Source: an optimization exercise on an open RTL-to-GDS flow (aim: small area and a short achievable clock period). Production flows keep margins and buffers that such runs may drop. Only simulation tests tie the RTL to the original design; equivalence was not proved. No activity file was given, so power comes from the tool's default toggle rates.

## run E
==> flow/design.v <==
module hi_step #(
    parameter LO = 13
) (
    input  wire [31:LO] now_hi,
    input  wire [31:LO] prev_hi,
    output wire         eq0,
    output wire         eqp,      
    output wire         eqm       
);
    localparam W = 32 - LO;
    wire [W-1:0] x = now_hi ^ prev_hi;
    wire [W-1:0] ones, zeros;       
    genvar i;
    generate for (i = 0; i < W; i = i + 1) begin : g_pre
        if (i == 0) begin : g0
            assign ones[i]  = 1'b1;
            assign zeros[i] = 1'b1;
        end else begin : gi
            assign ones[i]  = &prev_hi[LO+i-1:LO];
            assign zeros[i] = ~|prev_hi[LO+i-1:LO];
        end
    end endgenerate
    assign eq0 = ~|x;
    assign eqp = ~|(x ^ ones);
    assign eqm = ~|(x ^ zeros);
endmodule
module hi_step_ext (
    input  wire [5:0] now_mid,
    input  wire [5:0] prev_mid,
    input  wire       hi_eq0, hi_eqp, hi_eqm,
    output wire       eq0, eqp, eqm
);
    wire [5:0] x = now_mid ^ prev_mid;
    wire [5:0] ones, zeros;
    genvar i;
    generate for (i = 0; i < 6; i = i + 1) begin : g_pre
        if (i == 0) begin : g0
            assign ones[i]  = 1'b1;
            assign zeros[i] = 1'b1;
        end else begin : gi
            assign ones[i]  = &prev_mid[i-1:0];
            assign zeros[i] = ~|prev_mid[i-1:0];
        end
    end endgenerate
    wire top = &prev_mid;
    wire bot = ~|prev_mid;
    assign eq0 = hi_eq0 & ~|x;
    assign eqp = ~|(x ^ ones) & (top ? hi_eqp : hi_eq0);
    assign eqm = ~|(x ^ zeros) & (bot ? hi_eqm : hi_eq0);
endmodule
module lo_diff #(
    parameter LO = 13
) (
    input  wire [LO-1:0] now_lo,
    input  wire [LO-1:0] last_lo,
    input  wire          dh,
    input  wire          eq0, eqp, eqm,
    output wire [LO-1:0] y,
    output wire          b,         
    output wire          in_win     
);
    wire [LO-1:0] nn = ~now_lo;
    wire [LO-1:0] g0 = last_lo & nn;
    wire [LO-1:0] p0 = last_lo ^ nn;
    reg  [LO-1:0] G, P;
    integer lvl, j;
    always @(*) begin
        G = g0; P = p0;
        for (lvl = 1; lvl < LO; lvl = lvl * 2)
            for (j = LO - 1; j >= 0; j = j - 1)
                if ((j / lvl) % 2 == 1) begin
                    G[j] = G[j] | (P[j] & G[(j / lvl) * lvl - 1]);
                    P[j] = P[j] & P[(j / lvl) * lvl - 1];
                end
    end
    wire [LO:0] c = {G, 1'b0};           
    assign y = ~(p0 ^ c[LO-1:0]);
    assign b = c[LO];
    assign in_win = (b == dh) ? eq0 : b ? eqp : eqm;
endmodule
module stepper_channel (
    input  wire        clk,
    input  wire [12:0] now_lo,
    input  wire        eq0, eqp, eqm,  
    input  wire [1:0]  mcode,          
    input  wire        load,           
    output wire        due             
);
    reg [12:0] last_lo;
    reg        dh;
    wire [12:0] y;
    wire        b, in_win;
    lo_diff #(.LO(13)) u_d (.now_lo(now_lo), .last_lo(last_lo), .dh(dh),
                            .eq0(eq0), .eqp(eqp), .eqm(eqm),
                            .y(y), .b(b), .in_win(in_win));
    wire lt5000 = in_win & (y < 13'd5000);
    wire lt2000 = in_win & (y < 13'd2000);
    wire lt1250 = in_win & (y < 13'd1250);
    assign due = ~(mcode[1] ? lt1250 : mcode[0] ? lt2000 : lt5000);
    always @(posedge clk) begin
        if (load) last_lo <= now_lo;
        dh <= ~load & b;
    end
endmodule
module stepper_seq (
    input  wire        clk,
    input  wire        rst,           
    input  wire [31:0] now,           
    input  wire        rx_valid,      
    input  wire [7:0]  rx_byte,
    output wire [7:0]  dig,           
    output wire        ev_valid,      
    output wire [3:0]  ev_code,       
    output wire [2:0]  st_phase0,
    output wire [15:0] st_rate0,
    output wire        st_en0,
    output wire        st_moving0,
    output wire [31:0] st_pos0,
    output wire [2:0]  st_phase1,
    output wire [15:0] st_rate1,
    output wire        st_en1,
    output wire [3:0]  st_preset
);
    localparam [31:0] TIMEOUT = 32'd500000;
    reg  [1:0]  preset;         
    reg         wd_watch;       
    reg  [18:0] wd_last_lo;     
    reg         wd_dh;          
    reg  [31:13] now_prev;      
    reg         evv, evq;       
    reg         en0, s0, mv0, hm0, sp0, ls0, cp0;
    reg  [1:0]  m0;
    reg  [3:0]  rem0;
    reg  [31:0] q0;
    reg         en1, s1, ls1;
    reg  [1:0]  m1;
    reg  [1:0]  q1;
    wire [32:0] pc;
    wire [31:0] pos;
    assign pc[0] = ls0;
    genvar gi;
    generate for (gi = 0; gi < 32; gi = gi + 1) begin : g_pos
        assign pos[gi]  = q0[gi] ^ pc[gi];
        assign pc[gi+1] = pc[gi] & (q0[gi] ^ s0);
    end endgenerate
    wire [1:0]  ph1 = q1 + {ls1 & s1, ls1};
    wire [7:0] b = rx_byte;
    wire is_fwd   = rx_valid && (b == 8'h77 || b == 8'h57);             
    wire is_rev   = rx_valid && (b == 8'h73 || b == 8'h53);             
    wire is_left  = rx_valid && (b == 8'h61 || b == 8'h41);             
    wire is_right = rx_valid && (b == 8'h64 || b == 8'h44);             
    wire is_stop  = rx_valid && (b == 8'h78 || b == 8'h58 || b == 8'h20);  
    wire is_pre   = rx_valid && (b >= 8'h31 && b <= 8'h33);             
    wire is_query = rx_valid && (b == 8'h3F);                           
    wire is_jogf  = rx_valid && (b == 8'h2B);                           
    wire is_jogr  = rx_valid && (b == 8'h2D);                           
    wire is_home  = rx_valid && (b == 8'h68 || b == 8'h48);             
    wire drive     = is_fwd | is_rev | is_left | is_right;
    wire set_rate  = drive | is_stop;
    wire jog       = is_jogf | is_jogr;
    wire valid_dir = set_rate | is_pre | is_query | jog | is_home;
    wire        c_eq0, c_eqp, c_eqm, w_eq0, w_eqp, w_eqm;
    hi_step #(.LO(19)) u_hw (.now_hi(now[31:19]), .prev_hi(now_prev[31:19]),
                             .eq0(w_eq0), .eqp(w_eqp), .eqm(w_eqm));
    hi_step_ext u_hc (.now_mid(now[18:13]), .prev_mid(now_prev[18:13]),
                      .hi_eq0(w_eq0), .hi_eqp(w_eqp), .hi_eqm(w_eqm),
                      .eq0(c_eq0), .eqp(c_eqp), .eqm(c_eqm));
    wire [18:0] wd_y;
    wire        wd_b, wd_in;
    lo_diff #(.LO(19)) u_wd (.now_lo(now[18:0]), .last_lo(wd_last_lo), .dh(wd_dh),
                             .eq0(w_eq0), .eqp(w_eqp), .eqm(w_eqm),
                             .y(wd_y), .b(wd_b), .in_win(wd_in));
    wire        wd_trip = wd_watch & ~valid_dir & ~(wd_in & (wd_y <= TIMEOUT[18:0]));
    wire pos_zero = (pos == 32'd0);
    wire pos_ones = (pos == 32'hFFFFFFFF);
    wire pos_min  = (pos == 32'h80000000);
    wire mv_start = jog | (is_home & ~pos_zero);      
    wire mv_stop  = is_home & pos_zero;               
    wire       en0_d = set_rate ? drive : mv_start ? 1'b1 : mv_stop ? 1'b0 : en0;
    wire       s0_d  = set_rate ? (is_rev | is_left) :
                       mv_start ? (jog ? is_jogr : ~pos[31]) : s0;
    wire [1:0] m0_d  = set_rate ? preset : mv_start ? 2'd1 : m0;
    wire       mv0_d = mv_start | (mv0 & ~set_rate & ~mv_stop);
    wire       new0  = ~en0 & (drive | mv_start);     
    wire at_tgt0 = mv0 & ~set_rate & ~is_home & ~jog &
                   (hm0 ? (sp0 ? pos_ones : pos_zero) : (rem0 == 4'd0));
    wire       en1_d = set_rate ? drive : en1;
    wire       s1_d  = set_rate ? (is_rev | is_right) : s1;
    wire [1:0] m1_d  = set_rate ? preset : m1;
    wire       new1  = ~en1 & drive;
    wire due0, due1;
    wire tick0 = en0_d & ~new0 & due0;
    wire tick1 = en1_d & ~new1 & due1;
    wire done0 = tick0 & at_tgt0;
    wire adv0  = tick0 & ~at_tgt0;
    wire step0 = adv0 & ~wd_trip;
    wire step1 = tick1 & ~wd_trip;
    stepper_channel u_t0 (.clk(clk), .now_lo(now[12:0]),
                          .eq0(c_eq0), .eqp(c_eqp), .eqm(c_eqm), .mcode(m0_d),
                          .load(~en0 | due0), .due(due0));
    stepper_channel u_t1 (.clk(clk), .now_lo(now[12:0]),
                          .eq0(c_eq0), .eqp(c_eqp), .eqm(c_eqm), .mcode(m1_d),
                          .load(~en1 | due1), .due(due1));
    wire [3:0] rem0_b = jog ? 4'd10 : rem0;
    always @(posedge clk) begin
        if (rst) begin
            preset   <= 2'd0;
            wd_watch <= 1'b0;
            evv      <= 1'b0;
            en0      <= 1'b0;
            mv0      <= 1'b0;
            ls0      <= 1'b0;
            q0       <= 32'd0;
            en1      <= 1'b0;
            ls1      <= 1'b0;
            q1       <= 2'd0;
        end else begin
            if (is_pre)
                preset <= {b[1] & b[0], b[1] & ~b[0]};
            wd_watch <= valid_dir | (wd_watch & ~wd_trip);
            evv      <= is_query | wd_trip;
            en0      <= en0_d & ~wd_trip & ~done0;
            mv0      <= mv0_d & ~wd_trip & ~done0;
            ls0      <= step0;
            q0       <= pos;
            en1      <= en1_d & ~wd_trip;
            ls1      <= step1;
            q1       <= ph1;
        end
        now_prev <= now[31:13];
        if (valid_dir)
            wd_last_lo <= now[18:0];
        wd_dh <= ~valid_dir & wd_b;
        evq  <= is_query;
        cp0  <= done0;
        s0   <= s0_d;
        m0   <= m0_d;
        s1   <= s1_d;
        m1   <= m1_d;
        if (mv_start) begin
            hm0 <= is_home;
            sp0 <= pos_min;
        end
        rem0 <= adv0 ? rem0_b - 4'd1 : rem0_b;
    end
    reg [3:0] pat0;
    always @(*) begin
        case (pos[2:0])
            3'd0: pat0 = 4'h1;
            3'd1: pat0 = 4'h3;
            3'd2: pat0 = 4'h2;
            3'd3: pat0 = 4'h6;
            3'd4: pat0 = 4'h4;
            3'd5: pat0 = 4'hC;
            3'd6: pat0 = 4'h8;
            default: pat0 = 4'h9;
        endcase
    end
    wire [3:0] pat1 = 4'h1 << ph1;
    assign dig = {en1 ? pat1 : 4'h0, en0 ? pat0 : 4'h0};
    assign ev_valid = evv;
    assign ev_code  = {1'b0, evq, ~evq, ~evq};
    function [15:0] rate_val(input en, input s, input [1:0] m);
        reg [15:0] mag;
        begin
            mag = m[1] ? 16'd800 : m[0] ? 16'd500 : 16'd200;
            rate_val = ~en ? 16'd0 : s ? (~mag + 16'd1) : mag;
        end
    endfunction
    assign st_pos0    = q0;
    assign st_phase0  = q0[2:0];
    assign st_en0     = en0 | cp0;
    assign st_moving0 = mv0 | cp0;
    assign st_rate0   = rate_val(en0 | cp0, s0, m0);
    assign st_phase1  = {1'b0, q1};
    assign st_en1     = en1;
    assign st_rate1   = rate_val(en1, s1, m1);
    assign st_preset  = {2'b00, preset};
endmodule
==> flow/config.mk <==
export PLATFORM = sky130hd
export DESIGN_NAME = stepper_seq
export DESIGN_NICKNAME = stepper_seq
export VERILOG_FILES = /design/flow/design.v
export SDC_FILE = /design/flow/constraint.sdc
export NUM_CORES = 4
export LEC_CHECK = 0
export ABC_AREA = 1
export CAP_MARGIN = 20
export CORE_MARGIN = 2
export CORE_UTILIZATION = 65
export CTS_BUF_LIST = sky130_fd_sc_hd__clkbuf_4 sky130_fd_sc_hd__clkbuf_8
export PLACE_DENSITY = 0.75
export SLEW_MARGIN = 20
==> flow/constraint.sdc <==
create_clock -name core_clock -period 65.0 [get_ports {clk}]
set_input_delay 13.0000 -clock core_clock [delete_from_list [all_inputs] [get_ports {clk}]]
set_output_delay 13.0000 -clock core_clock [all_outputs]
set_load 0.01 [all_outputs]
standard.sh (not shown) runs the stock make flow with config.mk's settings and CLKGATE_MAP_FILE= SYNTH_SCRIPT=/design/flow/synth_recipe.tcl, a recipe that flattens the netlist after the stock synthesis.
==> flow/flow/run.sh <==
#!/bin/bash
# The standard layout, with the port buffers made of the smallest buffer cell
# (buffer_ports otherwise picks sky130_fd_sc_hd__clkdlybuf4s50_1).
set -euo pipefail
export BUFFER_PORTS_ARGS="-buffer_cell sky130_fd_sc_hd__buf_1"
bash standard.sh > standard.log 2>&1
Input changes introduced in run C (baseline for comparison: run E):
diff --git a/flow/design.v b/flow/design.v
--- a/flow/design.v
+++ b/flow/design.v
@@ -59,23 +59,9 @@
     output wire          b,         
     output wire          in_win     
 );
-    wire [LO-1:0] nn = ~now_lo;
-    wire [LO-1:0] g0 = last_lo & nn;
-    wire [LO-1:0] p0 = last_lo ^ nn;
-    reg  [LO-1:0] G, P;
-    integer lvl, j;
-    always @(*) begin
-        G = g0; P = p0;
-        for (lvl = 1; lvl < LO; lvl = lvl * 2)
-            for (j = LO - 1; j >= 0; j = j - 1)
-                if ((j / lvl) % 2 == 1) begin
-                    G[j] = G[j] | (P[j] & G[(j / lvl) * lvl - 1]);
-                    P[j] = P[j] & P[(j / lvl) * lvl - 1];
-                end
-    end
-    wire [LO:0] c = {G, 1'b0};           
-    assign y = ~(p0 ^ c[LO-1:0]);
-    assign b = c[LO];
+    wire [LO:0] s = {1'b0, last_lo} + {1'b0, ~now_lo};
+    assign y = ~s[LO-1:0];
+    assign b = s[LO];
     assign in_win = (b == dh) ? eq0 : b ? eqp : eqm;
 endmodule
 module stepper_channel (
@@ -197,10 +183,10 @@
     wire step1 = tick1 & ~wd_trip;
     stepper_channel u_t0 (.clk(clk), .now_lo(now[12:0]),
                           .eq0(c_eq0), .eqp(c_eqp), .eqm(c_eqm), .mcode(m0_d),
-                          .load(~en0 | due0), .due(due0));
+                          .load(new0 | due0), .due(due0));
     stepper_channel u_t1 (.clk(clk), .now_lo(now[12:0]),
                           .eq0(c_eq0), .eqp(c_eqp), .eqm(c_eqm), .mcode(m1_d),
-                          .load(~en1 | due1), .due(due1));
+                          .load(new1 | due1), .due(due1));
     wire [3:0] rem0_b = jog ? 4'd10 : rem0;
     always @(posedge clk) begin
         if (rst) begin
[run C vs run E] global-route usage: lower in run C. Against run E, via count of the first global-routing pass in run C rose slightly. There was hardly any difference in required time at the worst-slack endpoint between run E and run C. Run E → run C: synthesized-area fraction occupied by adder cells saw a decrease, area of the mapped netlist saw an increase, total wire length after detailed routing now larger, vias after detailed routing up 758, pin count of the biggest net entering global routing higher. Run E consumes less power than run C. Summary of the comparison: data arrival time of the worst path is lower in run C, relative to run E. Run E tops out at a lower clock frequency than run C. Total number of placement rows for run C is higher than for run E.

-- afterwards: timing with drivers on the ports --
In the flow no input, the clock included, has a driving cell. The finished layouts below were timed again as built, in two steps.
Step 1 (the two cells are an assumption about what drives the block):
set clk [get_ports {clk}]
set_driving_cell -lib_cell sky130_fd_sc_hd__clkbuf_16 $clk
set_driving_cell -lib_cell sky130_fd_sc_hd__buf_2 [delete_from_list [all_inputs] $clk]
Step 2 moves the port delays by t, midway between the first and last clock arrival at a register: inputs arrive t later, outputs are due t later. That takes back most of the time a late clock gives input paths.
Three values: no drivers, after step 1, after step 2; two values: the first two.
run | shift t [ns] | slack for setup (ns) | worst hold slack (ns) | clock arrival spread, ns | worst register clock-pin slew, ns
run E | 0.501 | 48.478 / 48.493 / 47.992 | 0.468 / 0.468 / 0.468 | 0.010 / 0.010 | 0.08 / 0.08
run C | 0.503 | 48.799 / 48.818 / 48.315 | 0.465 / 0.465 / 0.465 | 0.012 / 0.012 | 0.08 / 0.08
After both steps every run listed still meets setup and hold. The setup slack of run E, which loses most, moves by +0.015 ns with the drivers and by -0.486 ns with both steps.
